From an optimization exercise on the open Yosys and OpenROAD flow, aimed at small area and a short achievable clock period; shortcuts taken in it are not production practice. The RTL was checked by simulation tests, not by an equivalence proof against the original design. Power is estimated from default activity; no workload was simulated.

==> build 97 <==
Design szservo_core, start of the top module:
module szservo_core (
    input  wire           clk,
    input  wire           rst,           
    input  wire           start,         
    input  wire           init,          
    input  wire           busy,          
    input  wire [767:0]   data,          
    output wire           ready,
    output wire           initialized,
    output wire           sclk,
    output wire           cs_n,
    output wire           sdo
);
    localparam integer C  = 32;
    localparam integer W  = 24;
    localparam integer L  = C * W;
    localparam integer RL = 16;          
    localparam integer NR = L / RL;      
    reg s_idle, s_setup, s_hold, s_delay, s_blo, s_bhi;
    reg csn_r;
    reg nld;                 
    reg [1:0] div_cnt;
    reg [4:0] bit_cnt;
    reg       init_latched;
    reg       initialized_r;
    reg       nrdy;          
    reg       ninit;         
    reg       sdo_r;
    reg       sh;            
    wire tick         = (div_cnt == 2'd0);
    wire word_zero;
    wire init_pending = (init | init_latched) & ~initialized_r;
    wire req          = start | init_pending;
    wire bit_zero     = (bit_cnt == 5'd0);
  ...
export LEC_CHECK = 0
export CAP_MARGIN = 20
export CORE_MARGIN = 2
export CORE_UTILIZATION = 40
export CTS_BUF_LIST = sky130_fd_sc_hd__clkbuf_16
export CTS_CLUSTER_DIAMETER = 60
export CTS_CLUSTER_SIZE = 30
export SETUP_SLACK_MARGIN = 2.65
export SLEW_MARGIN = 20
create_clock -name core_clock -period 5.0 [get_ports {clk}]
standard.sh (not shown) runs the stock make flow with config.mk's settings and CLKGATE_MAP_FILE= SYNTH_SCRIPT=/design/flow/synth_recipe.tcl, a recipe that flattens the netlist after the stock synthesis.
==> flow/flow/run.sh <==
#!/bin/bash
# Layout flow: the standard ORFS flow (standard.sh), with
# - the port buffers made from the smallest buffer cell instead of the
#   resizer's default choice (every input and output port still gets one);
# - clock tree synthesis without dummy balancing loads.
set -euo pipefail
export BUFFER_PORTS_ARGS="-buffer_cell sky130_fd_sc_hd__buf_1"
export CTS_ARGS="-sink_clustering_enable -repair_clock_nets -sink_clustering_size 30 -sink_clustering_max_diameter 60 -buf_list sky130_fd_sc_hd__clkbuf_16 -dont_use_dummy_load"
bash standard.sh > standard_flow.log 2>&1
==> build 88: changes against build 97 <==
==> flow/flow/run.sh (replaced) <==
#!/bin/bash
# Layout flow: the standard ORFS flow (standard.sh), with the port
# buffers made from the smallest buffer cell instead of the resizer's
# default choice. Every input and output port still gets its buffer.
set -euo pipefail
export BUFFER_PORTS_ARGS="-buffer_cell sky130_fd_sc_hd__buf_1"
bash standard.sh > standard_flow.log 2>&1
Settings changed: CTS_CLUSTER_DIAMETER 60 to 100.
==> comparison <==
In build 88 the clock-buffer cell count is lower than in build 97, by 10. Between build 88 and build 97, the lower total power is in build 88 (gap about 1.1%, measured against build 97). Of build 97 and build 88, build 88 has the higher first-iteration DRC count (gap about 9%, measured against build 88). Against build 88, the clock power of build 97 is larger by about 5%. Against build 88, the design area of build 97 is larger by 0.29%. In register-to-register slack, build 97 and build 88 hardly differ. Between build 88 and build 97, the lower sequential share of layout area is in build 97 (gap 0.17 points). Clock skew: build 97 is higher than build 88 (0.013 ns). In sequential power, build 88 and build 97 hardly differ.
==> figures <==
quantity	build 88	build 97
Post-route total power	16.1 mW	16.3 mW
Area of the multi-input gates	0.00607 sq mm	0.00607 sq mm
Outcome	no timing/DRC/antenna violations	no timing/DRC/antenna violations
Final area over synthesized area	1.203x	1.206x
Total GRT Usage	23.4%	23.4%
Total of fill cells in the finished design	5,443	5,407
Worst vdd rail ir drop	0.407 mV	0.404 mV
Sw power	4.78 mW	4.70 mW
Critical path's largest stage delay	0.17 ns	0.16 ns
Initial antenna violation count	23	19
Post-route setup slack	2.58 ns	2.58 ns
Global-route wire length before repair	107 mm	107 mm
Final cell area excluding filler cells	0.0279 sq mm	0.0280 sq mm
Relative max-transition margin	15.6%	20.8%
Clock period minus final worst setup slack	2.42 ns	2.42 ns
Routed length on met3	5.23 mm	5.00 mm
Area share of buffers outside the clock network	11.8%	11.7%
Launch instance of the worst min-delay path	rg[167]$_DFF_P_	rg[308]$_DFF_P_
Reg clk slew, reported paths	0.11 ns	0.09 ns
Metal1 wirelength	30.8 mm	31.0 mm

-- re-timing with driven ports --
Ports are ideal in the flow. The routed layouts listed here were re-timed in OpenROAD.
Step 1: set_driving_cell puts a clkbuf_16 on clk and a buf_2 on each other input, an assumption about the parent block.
Step 2 adds t to the input delays and takes it off the output delays; t is the mean of the earliest and latest rising clock arrival at the registers after step 1. Input paths then give back, and output paths get back, about the clock's delay inside the block.
Slacks: ideal / step 1 / step 2; pairs: ideal / step 1.
run	t, ns	setup slack, ns	hold slack, ns
build 97	0.640	2.583 / 2.538 / 2.478	0.378 / 0.378 / 0.378
build 88	0.623	2.581 / 2.538 / 2.515	0.408 / 0.408 / 0.408
After both steps setup and hold are still met in every run listed. The setup slack of build 97, which loses most, moves by -0.045 ns with the drivers and by -0.105 ns with both steps.
